From an optimization exercise on the open Yosys and OpenROAD flow, aimed at small area, a short achievable clock period and few clock cycles; shortcuts taken in it are not production practice. The RTL was checked by simulation tests, not by an equivalence proof against the original design.

## job 103
==> module aes256_cbc, before the edit <==
module aes256_cbc (
    input  wire         clk,
    input  wire         rst,           
    input  wire         init,          
    input  wire         init_decrypt,  
    input  wire [255:0] init_key,
    input  wire [127:0] init_iv,
    input  wire         start,         
    input  wire [127:0] din,
    output wire         ready,
    output reg          done,
    output wire [127:0] dout
);
    localparam [1:0] S_IDLE = 2'd0,
                     S_KEXP = 2'd1,
                     S_RUN  = 2'd2;
    reg [1:0]   fsm;
    reg [3:0]   rnd;
    reg         dec;
    reg [7:0]   dp;          
    reg [7:0]   dn;          
    reg [127:0] st;
    reg [255:0] w;
    reg [255:0] base;
    reg [127:0] r1;
    reg [127:0] r2;
    wire running = (fsm == S_RUN);
    wire last    = running & (rnd == 4'd14);
    assign ready = (fsm == S_IDLE) | last;
    assign dout  = r1;
    wire take_init  = ready & init & ~rst;
    wire take_start = ready & start & ~init & ~rst;
    function [7:0] xtime;
        input [7:0] a;
        xtime = {a[6:0], 1'b0} ^ (a[7] ? 8'h1b : 8'h00);
    endfunction
    function [127:0] swp;
        input [127:0] x;
        swp = {x[127:96], x[31:0], x[63:32], x[95:64]};
    endfunction
    wire        kinv = dec & running;
    wire [31:0] hi0 = w[255:224], hi1 = w[223:192], hi2 = w[191:160], hi3 = w[159:128];
    wire [31:0] ksub;
    genvar gi, gr, gc;
    generate
        for (gi = 0; gi < 4; gi = gi + 1) begin : g_ksbox
            aes_sbox u_ksbox (.x(w[31 - 8*gi -: 8]), .y(ksub[31 - 8*gi -: 8]));
        end
    endgenerate
    reg [7:0] rcon;
    always @(*) begin
        case ({kinv, rnd[3:1]})
            4'b0_000: rcon = 8'h01;
            4'b0_001: rcon = 8'h02;
            4'b0_010: rcon = 8'h04;
            4'b0_011: rcon = 8'h08;
            4'b0_100: rcon = 8'h10;
            4'b0_101: rcon = 8'h20;
            4'b0_110: rcon = 8'h40;
            4'b1_000: rcon = 8'h40;
            4'b1_001: rcon = 8'h20;
            4'b1_010: rcon = 8'h10;
            4'b1_011: rcon = 8'h08;
            4'b1_100: rcon = 8'h04;
            4'b1_101: rcon = 8'h02;
            4'b1_110: rcon = 8'h01;
            default:  rcon = 8'h00;
        endcase
    end
    wire [31:0] kt  = rnd[0] ? {ksub[23:0], ksub[31:24]} : ksub;
    wire [31:0] hr0 = hi0 ^ (rnd[0] ? {rcon, 24'h000000} : 32'h0);
    wire [31:0] hr1 = hr0 ^ hi1, hr2 = hr1 ^ hi2, hr3 = hr2 ^ hi3;
    wire [31:0] kn0 = hr0 ^ kt;
    wire [31:0] kn1 = kinv ? (hi1 ^ hi0) : (hr1 ^ kt);
    wire [31:0] kn2 = kinv ? (hi2 ^ hi1) : (hr2 ^ kt);
    wire [31:0] kn3 = kinv ? (hi3 ^ hi2) : (hr3 ^ kt);
    wire [255:0] wstep = {w[127:0], kn0, kn1, kn2, kn3};
    wire [127:0] rk = dec ? swp(w[127:0]) : w[127:0];
    wire [127:0] sin, y, a, mc, pc;
    wire [127:0] m = y ^ (dec ? rk : 128'd0);
    generate
        for (gr = 0; gr < 4; gr = gr + 1) begin : g_sr_r
            for (gc = 0; gc < 4; gc = gc + 1) begin : g_sr_c
                assign sin[127 - 8*(gr + 4*gc) -: 8] = st[127 - 8*(gr + 4*((gc + gr) % 4)) -: 8];
            end
        end
        for (gi = 0; gi < 16; gi = gi + 1) begin : g_sbox
            wire sdec = (gi % 2) ? ~dn[gi / 2] : dp[gi / 2];
            aes_sbox_ed u_sbox (.x(sin[127 - 8*gi -: 8]), .dec(sdec), .y(y[127 - 8*gi -: 8]));
        end
    endgenerate
    assign a = y ^ rk;
    generate
        for (gc = 0; gc < 4; gc = gc + 1) begin : g_col
            wire [7:0] b0 = m[127 - 32*gc -: 8];
            wire [7:0] b1 = m[119 - 32*gc -: 8];
            wire [7:0] b2 = m[111 - 32*gc -: 8];
            wire [7:0] b3 = m[103 - 32*gc -: 8];
            wire [7:0] t  = b0 ^ b1 ^ b2 ^ b3;
            wire [7:0] c0 = b0 ^ t ^ xtime(b0 ^ b1);
            wire [7:0] c1 = b1 ^ t ^ xtime(b1 ^ b2);
            wire [7:0] c2 = b2 ^ t ^ xtime(b2 ^ b3);
            wire [7:0] c3 = b3 ^ t ^ xtime(b3 ^ b0);
            wire [7:0] t2 = xtime(t);
            wire [7:0] u  = xtime(xtime(b0 ^ b2 ^ t2));
            wire [7:0] v  = xtime(xtime(b1 ^ b3 ^ t2));
            assign mc[127 - 32*gc -: 8] = c0;
            assign mc[119 - 32*gc -: 8] = c1;
            assign mc[111 - 32*gc -: 8] = c2;
            assign mc[103 - 32*gc -: 8] = c3;
            assign pc[127 - 32*gc -: 8] = c0 ^ u;
            assign pc[119 - 32*gc -: 8] = c1 ^ v;
            assign pc[111 - 32*gc -: 8] = c2 ^ u;
            assign pc[103 - 32*gc -: 8] = c3 ^ v;
        end
    endgenerate
    wire [127:0] round_out = dec ? pc : (mc ^ rk);
    wire [127:0] wx     = dec ? 128'd0 : (last ? a : r2);
    wire [127:0] wk     = din ^ base[255:128];
    wire [127:0] whiten = (dec ? swp(wk) : wk) ^ wx;
    always @(posedge clk) begin
        if (rst) begin
            fsm  <= S_IDLE;
            done <= 1'b0;
        end else begin
            done <= last;
            if (take_init) begin
                fsm <= init_decrypt ? S_KEXP : S_IDLE;
                rnd <= 4'd0;
            end else if (take_start) begin
                fsm <= S_RUN;
                rnd <= 4'd1;
            end else begin
                rnd <= rnd + 4'd1;
                if (last || (fsm == S_KEXP && rnd == 4'd13))
                    fsm <= S_IDLE;
            end
        end
    end
    always @(posedge clk) begin
        st <= take_start ? whiten : round_out;
        if ((running && !last) || (fsm == S_KEXP && rnd != 4'd0))
            w <= wstep;
        else
            w <= base;
        if (take_start)                 dp[0] <= dec;
        if (ready)                      dp[1] <= dec;
        if (fsm == S_IDLE)              dp[2] <= dec;
        if (!running)                   dp[3] <= dec;
        if (fsm != S_KEXP)              dp[4] <= dec;
        if (!take_init)                 dp[5] <= dec;
                                        dp[6] <= dec;
        if (running || take_start)      dp[7] <= dec;
        if (take_init)                  dn[0] <= ~init_decrypt;
        if (take_start)                 dn[1] <= ~dec;
        if (ready)                      dn[2] <= ~dec;
        if (fsm == S_IDLE)              dn[3] <= ~dec;
        if (!running)                   dn[4] <= ~dec;
        if (fsm != S_KEXP)              dn[5] <= ~dec;
        if (!take_init)                 dn[6] <= ~dec;
                                        dn[7] <= ~dec;
        if (take_init) begin
            dec  <= init_decrypt;
            base <= init_key;
        end else if (fsm == S_KEXP && rnd == 4'd13) begin
            base <= {kn0, kn1, kn2, kn3, w[127:0]};
        end
        if (last)
            r1 <= dec ? (swp(a) ^ r2) : a;
        else if (running && dec && rnd == 4'd1)
            r1 <= swp(st) ^ base[255:128];
        if (take_init)
            r2 <= init_iv;
        else if (last)
            r2 <= dec ? r1 : a;
    end
endmodule
Settings: LEC_CHECK=0, CAP_MARGIN=20, CORE_MARGIN=2, CORE_UTILIZATION=60, SETUP_SLACK_MARGIN=5, SLEW_MARGIN=20; clock period 13.0 ns.
standard.sh (not shown) runs the stock make flow with config.mk's settings and CLKGATE_MAP_FILE= SYNTH_SCRIPT=/design/flow/synth_recipe.tcl, a recipe that flattens the netlist after the stock synthesis.
==> flow/flow/run.sh <==
#!/bin/bash
# The standard layout (standard.sh), with two changes:
#  - the standard synthesis script runs another ABC script (flow/my.abc) for
#    the technology mapping;
#  - the ports are buffered with the smallest buffer, sky130_fd_sc_hd__buf_1.
set -uo pipefail
here=$(pwd)
bash standard.sh SYNTH_SCRIPT="$here/flow/my_synth.tcl" \
    "BUFFER_PORTS_ARGS=-buffer_cell sky130_fd_sc_hd__buf_1" \
    finish > "$here/standard_flow.log" 2>&1
==> flow/flow/my.abc <==
strash
dch -f
map -D 7000
topo
stime -c
buffer -c
upsize -c
dnsize -c
==> flow/flow/my_synth.tcl <==
# ORFS synthesis as synth_recipe.tcl runs it, with the ABC script flow/my.abc.
proc synth {args} { yosys synth -nofsm -noshare {*}$args }
set my_abc [file join [file dirname [file normalize [info script]]] my.abc]
set fh [open $::env(SCRIPTS_DIR)/synth.tcl]
set txt [read $fh]
close $fh
set old {log_cmd abc {*}$abc_args}
if {[string first $old $txt] < 0} { error "abc call not found in synth.tcl" }
set txt [string map [list $old "log_cmd abc {*}\[lreplace \$abc_args 1 1 $my_abc\]"] $txt]
eval $txt
# left out here: clear keep_hierarchy, flatten, clean up, hide names made inside functions, write 1_2_yosys.v
Job 103 closes out successfully: all stages finished, all timing, DRC and antenna checks passed.
Testbench counts of job 103, summed over its fixed seeds: cycles 14,600.
## Diff of input files: job 104 against job 103
--- a/flow/design.v
+++ b/flow/design.v
@@ -460,15 +460,13 @@
             4'b1_110: rcon = 8'h01;
             default:  rcon = 8'h00;
         endcase
     end
-    wire [31:0] kt  = rnd[0] ? {ksub[23:0], ksub[31:24]} : ksub;
-    wire [31:0] hr0 = hi0 ^ (rnd[0] ? {rcon, 24'h000000} : 32'h0);
-    wire [31:0] hr1 = hr0 ^ hi1, hr2 = hr1 ^ hi2, hr3 = hr2 ^ hi3;
-    wire [31:0] kn0 = hr0 ^ kt;
-    wire [31:0] kn1 = kinv ? (hi1 ^ hi0) : (hr1 ^ kt);
-    wire [31:0] kn2 = kinv ? (hi2 ^ hi1) : (hr2 ^ kt);
-    wire [31:0] kn3 = kinv ? (hi3 ^ hi2) : (hr3 ^ kt);
+    wire [31:0] kt  = rnd[0] ? ({ksub[23:0], ksub[31:24]} ^ {rcon, 24'h000000}) : ksub;
+    wire [31:0] kn0 = hi0 ^ kt;
+    wire [31:0] kn1 = kinv ? (hi1 ^ hi0) : (hi1 ^ kn0);
+    wire [31:0] kn2 = kinv ? (hi2 ^ hi1) : (hi2 ^ hi1 ^ kn0);
+    wire [31:0] kn3 = kinv ? (hi3 ^ hi2) : (hi3 ^ hi2 ^ hi1 ^ kn0);
     wire [255:0] wstep = {w[127:0], kn0, kn1, kn2, kn3};
     wire [127:0] rk = dec ? swp(w[127:0]) : w[127:0];
     wire [127:0] sin, y, a, mc, pc;
     wire [127:0] m = y ^ (dec ? rk : 128'd0);
@@ -494,11 +492,10 @@
             wire [7:0] c0 = b0 ^ t ^ xtime(b0 ^ b1);
             wire [7:0] c1 = b1 ^ t ^ xtime(b1 ^ b2);
             wire [7:0] c2 = b2 ^ t ^ xtime(b2 ^ b3);
             wire [7:0] c3 = b3 ^ t ^ xtime(b3 ^ b0);
-            wire [7:0] t2 = xtime(t);
-            wire [7:0] u  = xtime(xtime(b0 ^ b2 ^ t2));
-            wire [7:0] v  = xtime(xtime(b1 ^ b3 ^ t2));
+            wire [7:0] u  = xtime(xtime(c0 ^ c2));
+            wire [7:0] v  = xtime(xtime(c1 ^ c3));
             assign mc[127 - 32*gc -: 8] = c0;
             assign mc[119 - 32*gc -: 8] = c1;
             assign mc[111 - 32*gc -: 8] = c2;
             assign mc[103 - 32*gc -: 8] = c3;
Notes after the runs:
Ran to the end and failed final checks on max-slew violations: job 104. Of job 104 and job 103, it is job 104 that has the lower area after synthesis. Job 103 vs job 104, destination of the critical timing path: base[148]$_DFFE_PP_ vs base[182]$_DFFE_PP_. Comparing the two runs side by side, job 104 comes out ahead of job 103 on wire length. Comparing job 103 and job 104, the lower minimum setup slack after placement was measured on job 104. Between job 103 and job 104, parity-gate share of the synthesized area counting xor and xnor cells decreased. Per the comparison of job 104 with job 103, global placer's final weighted congestion now smaller; number of global-route vias before repair now smaller; detailed route wirelength on metal2 now smaller. In job 104 the buffer count from post-CTS setup fixing turned out 8 higher than in job 103. Changes observed in job 104 relative to job 103: die area went down; post-route clock period utilization went up; detailed-routed wire length on met3 went down.
Testbench counts of job 104, summed over its fixed seeds: cycles 14,600.

## re-timing with driven ports
The results above use ideal ports. As a check the final layouts listed here were re-extracted and re-timed, cells and wires unchanged. Step 1 (the two cells are an assumption about what drives the block):
set clk [get_ports {clk}]
set_driving_cell -lib_cell sky130_fd_sc_hd__clkbuf_16 $clk
set_driving_cell -lib_cell sky130_fd_sc_hd__buf_2 [delete_from_list [all_inputs] $clk]
Step 2 moves the port delays by t, midway between the first and last clock arrival at a register: inputs arrive t later, outputs are due t later. That takes back most of the time a late clock gives input paths. Three values: ideal ports, drivers, drivers and shift; two values: the first two.
run | shift t [ns] | slack for setup (ns) | worst slew at a driven data input, ns | cell pins on the clock port's net
job 103 | 0.873 | 5.117 / 5.117 / 5.117 | 0.19 | 1
job 104 | 0.863 | 4.944 / 4.944 / 4.944 | 0.19 | 1
